This design comes from an exercise in tuning for small area, a short achievable clock period and few clock cycles per item on the open sky130 flow, not from production work.
Function was checked by simulation only, so behaviour that the tests miss may differ from the original.

before:
Design sha256_engine, start of the top module:
module sha256_engine (
    input  wire         clk,
    input  wire         rst,         
    input  wire         start,       
    input  wire [15:0]  msg_len,     
    input  wire         in_valid,
    output reg          in_ready,
    input  wire [31:0]  in_data,
    output reg          busy,
    output reg          done,
    output wire [255:0] digest
);
Size: roughly 5100 cells after synthesis, roughly 52000 µm² of cells after synthesis.
Settings: LEC_CHECK=0, CAP_MARGIN=20, CORE_MARGIN=2, CORE_UTILIZATION=40, PLACE_DENSITY=0.6, SLEW_MARGIN=20; clock period 10.0 ns.
standard.sh (not shown) runs the stock make flow with config.mk's settings and CLKGATE_MAP_FILE= SYNTH_SCRIPT=/design/flow/synth_recipe.tcl, a recipe that flattens the netlist after the stock synthesis.
==> flow/flow/run.sh <==
#!/bin/bash
# Standard layout, with a tighter setup target for timing repair and the
# smallest buffer on the ports. Each tool's output goes to the ORFS logs
# under orfs/logs; make's own output goes to make.log here.
set -euo pipefail
bash standard.sh SETUP_SLACK_MARGIN=6 "BUFFER_PORTS_ARGS=-buffer_cell sky130_fd_sc_hd__buf_1" finish > make.log 2>&1
Testbench counts of before, summed over its fixed seeds: cycles 216,073, items 960.
#### Input delta (after over before)
==> flow/flow/run.sh <==
#!/bin/bash
# Standard layout (the standard.sh), with the smallest buffer on the
# ports. Per-step tool logs land in orfs/logs; make's output is in make.log.
set -euo pipefail
bash standard.sh "BUFFER_PORTS_ARGS=-buffer_cell sky130_fd_sc_hd__buf_1" finish > make.log 2>&1
diff --git a/flow/config.mk b/flow/config.mk
--- a/flow/config.mk
+++ b/flow/config.mk
@@ -8,5 +8,9 @@
 export CAP_MARGIN = 20
 export CORE_MARGIN = 2
-export CORE_UTILIZATION = 40
-export PLACE_DENSITY = 0.6
+export CORE_UTILIZATION = 75
+export CTS_BUF_LIST = sky130_fd_sc_hd__clkbuf_8
+export CTS_CLUSTER_DIAMETER = 100
+export CTS_CLUSTER_SIZE = 25
+export PLACE_DENSITY = 0.88
+export SETUP_SLACK_MARGIN = 5
 export SLEW_MARGIN = 20
[summary]
before | stages: all done | timing, DRC, antenna: all pass. Stage in which a tool error killed after: 5_1_grt. Between after and before, the difference in count of hold-fix buffers inserted at cts is negligible. Compared with before, after improves half-perimeter wire length after placement. Re H-tree depth: after is 1 down on before.

Starting RTL as in the previous note.
## sha256_engine
module sha256_engine (
    input  wire         clk,
    input  wire         rst,         
    input  wire         start,       
    input  wire [15:0]  msg_len,     
    input  wire         in_valid,
    output reg          in_ready,
    input  wire [31:0]  in_data,
    output reg          busy,
    output reg          done,
    output wire [255:0] digest
);
clock: 10.0 ns
lec_check: 0
cap_margin: 20
core_margin: 2
core_utilization: 40
cts_cluster_diameter: 80
cts_cluster_size: 30
place_density: 0.6
setup_slack_margin: 5
slew_margin: 20
run.sh (not shown) runs the stock make flow with config.mk's settings and CLKGATE_MAP_FILE= SYNTH_SCRIPT=/design/flow/synth_recipe.tcl, a recipe that flattens the netlist after the stock synthesis.
Stock flow here: none of the scripts above is used.
Testbench counts at the start, summed over its fixed seeds: cycles 216,073, items 960.
==> next run, changes <==
==> flow/flow/run.sh (new file) <==
#!/bin/bash
# The standard layout (standard.sh) with two changes: Yosys's synth runs
# without its internal pre-mapping ABC pass (-noabc), so the full adders are
# extracted from the plain gate netlist without polarity inverters; and the
# ports get the smallest buffer. Registers are unchanged. Per-step tool logs
# are in orfs/logs; make's output is in make.log here.
set -euo pipefail
bash standard.sh SYNTH_ARGS=-noabc "BUFFER_PORTS_ARGS=-buffer_cell sky130_fd_sc_hd__buf_1" finish > make.log 2>&1
==> flow/standard.sh (new file) <==
#!/bin/bash
# synth_recipe.tcl (not shown) runs the flow's synth.tcl, then flattens the netlist and writes it again
# the make line also repeats each setting of config.mk as NAME=value (left out here)
make -C /OpenROAD-flow-scripts/flow DESIGN_CONFIG=/design/flow/config.mk WORK_HOME=/design/flow/orfs CLKGATE_MAP_FILE= SYNTH_SCRIPT=/design/flow/synth_recipe.tcl "${@:-finish}"
Settings changed: CORE_UTILIZATION 40 to 60, CTS_CLUSTER_DIAMETER 80 to 100, CTS_CLUSTER_SIZE 30 to 25, PLACE_DENSITY 0.6 to 0.75.
removed: flow/run.sh
The new run finished clean.
Clock-buffer cell count climbs by 13.
Non-clock buffer count drops by 34.
Global-route usage climbs by 10 points.
Clock skew drops by 0.027 ns.
Routed wire length drops by about 8%.
Maximum frequency climbs by about 3%.
==> next run, changes <==
Settings changed: CORE_UTILIZATION 60 to 40, PLACE_DENSITY 0.75 to 0.6.
Effect:
- cell area grows slightly
- count of clock-buffer cells in the layout shrinks by 6
- wire length grows by a few percent
- worst setup slack improved by 0.047 ns
- synthesized cell count stays the same
- sequential cell count does not change
==> next run, changes <==
==> flow/flow/run.sh (replaced) <==
#!/bin/bash
# Standard layout (the standard.sh), with the smallest buffer on the
# ports. Per-step tool logs land in orfs/logs; make's output is in make.log.
set -euo pipefail
bash standard.sh "BUFFER_PORTS_ARGS=-buffer_cell sky130_fd_sc_hd__buf_1" finish > make.log 2>&1
Effect: Wire length increases by 2.2%. Count of clock-buffer cells in the layout increases by 1. Maximum frequency shrinks by 1.5%. Non-clock buffer count went up by 14. Via count rose by 4.5%.
==> next run, changes <==
==> flow/run.sh (new file) <==
#!/bin/bash
# synth_recipe.tcl (not shown) runs the flow's synth.tcl, then flattens the netlist and writes it again
# the make line also repeats each setting of config.mk as NAME=value (left out here)
make -C /OpenROAD-flow-scripts/flow DESIGN_CONFIG=/design/flow/config.mk WORK_HOME=/design/flow/orfs CLKGATE_MAP_FILE= SYNTH_SCRIPT=/design/flow/synth_recipe.tcl finish
Settings changed: CTS_CLUSTER_DIAMETER 100 to default, CTS_CLUSTER_SIZE 25 to default.
removed: flow/flow/run.sh
removed: flow/standard.sh
Wire length increases by about 1.5%.
Setup slack degrades by 0.027 ns.
Final cell count went up by about 1.8%.

sha256_engine, a different RTL version from the one above (not shown whole).
Size in the first run: roughly 5100 cells after synthesis, roughly 1100 flip-flops, ~310 I/O pins, about 0.052 mm^2 of cells after synthesis.
Settings: LEC_CHECK=0, CAP_MARGIN=20, CORE_MARGIN=2, CORE_UTILIZATION=40, PLACE_DENSITY=0.6, SETUP_SLACK_MARGIN=5, SLEW_MARGIN=20; clock period 10.0 ns.
Stock flow here: none of the scripts above is used.
Testbench counts at the start, summed over its fixed seeds: cycles 216,073, items 960.
Rerun with:
--- a/flow/config.mk
+++ b/flow/config.mk
@@ -10,0 +11 @@
+export CTS_BUF_LIST = sky130_fd_sc_hd__clkbuf_4 sky130_fd_sc_hd__clkbuf_8
Outcome: Area after synthesis stays the same. Wire length climbs by 0.65%. Sequential share of layout area falls by 0.20 points. Setup slack gets better by 6.4 ps. Worst hold slack is worse by 15 ps. Via count rose by 1.4%. Core utilization grows by 0.22 points. Critical path depth is higher by 2.

branch willow:
RTL: one of the versions met above, not the one the previous note started from.
Size: about 1100 flip-flops, about 310 I/O pins, ~52000 um^2 of cells after synthesis.
==> flow/design.v (excerpt) <==
module sha256_engine (
    input  wire         clk,
    input  wire         rst,         
    input  wire         start,       
    input  wire [15:0]  msg_len,     
    input  wire         in_valid,
    output reg          in_ready,
    input  wire [31:0]  in_data,
    output reg          busy,
    output reg          done,
    output wire [255:0] digest
);
==> flow/config.mk <==
export PLATFORM = sky130hd
export DESIGN_NAME = sha256_engine
export DESIGN_NICKNAME = sha256_engine
export VERILOG_FILES = /design/flow/design.v
export SDC_FILE = /design/flow/constraint.sdc
export NUM_CORES = 4
export LEC_CHECK = 0
export CAP_MARGIN = 20
export CORE_MARGIN = 2
export CORE_UTILIZATION = 40
export PLACE_DENSITY = 0.6
export SETUP_SLACK_MARGIN = 5
export SLEW_MARGIN = 20
==> flow/constraint.sdc <==
create_clock -name core_clock -period 10.0 [get_ports {clk}]
set_input_delay 2.0000 -clock core_clock [delete_from_list [all_inputs] [get_ports {clk}]]
set_output_delay 2.0000 -clock core_clock [all_outputs]
set_load 0.01 [all_outputs]
standard.sh (not shown) runs the stock make flow with config.mk's settings and CLKGATE_MAP_FILE= SYNTH_SCRIPT=/design/flow/synth_recipe.tcl, a recipe that flattens the netlist after the stock synthesis.
==> flow/flow/run.sh <==
#!/bin/bash
# Standard layout (the standard.sh), with the smallest buffer on the
# ports. Per-step tool logs land in orfs/logs; make's output is in make.log.
set -euo pipefail
bash standard.sh "BUFFER_PORTS_ARGS=-buffer_cell sky130_fd_sc_hd__buf_1" finish > make.log 2>&1
Testbench counts of branch willow, summed over its fixed seeds: cycles 216,073, items 960.
--- input diff branch willow..branch pepper ---
==> flow/flow/run.sh <==
#!/bin/bash
# Standard layout, but synthesis leaves full adders to ABC instead of mapping
# them to the library's adder cells. Tool output: orfs/logs (per step) and
# make.log here.
set -euo pipefail
bash standard.sh ADDER_MAP_FILE= finish > make.log 2>&1
## What came out
Relative to branch willow, sequential share of layout area has gone down in branch pepper.
branch pepper vs. branch willow: gate count of the mapped netlist went up.

==> what the ideal ports hide <==
No port has a modelled driver above. Below, the same layouts with a new extraction and two added sets of constraints.
Step 1, drivers: a clkbuf_16 drives clk and a buf_2 each remaining input, both assumed.
Step 2 moves the port delays by t, midway between the first and last clock arrival at a register: inputs arrive t later, outputs are due t later. That takes back most of the time a late clock gives input paths.
Slacks: ideal ports / drivers / drivers and shift; pairs: ideal ports / drivers.
run | t (ns) | setup slack, ns | worst setup path after step 2 | cell pins on the clock port's net
before | 0.830 | 5.059 / 5.059 / 5.059 | register to register | 1
the first run of note 2 | 0.799 | 4.866 / 4.866 / 4.429 | input to register | 1
the second run of note 2 | 0.744 | 5.013 / 5.013 / 4.820 | input to register | 1
the third run of note 2 | 0.768 | 5.060 / 5.060 / 4.517 | input to register | 1
the fourth run of note 2 | 0.772 | 4.983 / 4.983 / 4.598 | input to register | 1
the fifth run of note 2 | 0.822 | 4.956 / 4.956 / 4.340 | input to register | 1
the first run of note 3 | 0.829 | 5.004 / 5.004 / 4.427 | input to register | 1
the second run of note 3 | 0.996 | 5.011 / 5.011 / 4.331 | input to register | 1
branch willow | 0.829 | 4.964 / 4.964 / 4.616 | input to register | 1
branch pepper | 0.835 | 4.890 / 4.890 / 4.304 | input to register | 1
After both steps setup and hold are still met in every run listed. For the second run of note 3, which loses most, drivers alone change the setup slack by 0.000 ns; drivers and shift together by -0.680 ns.
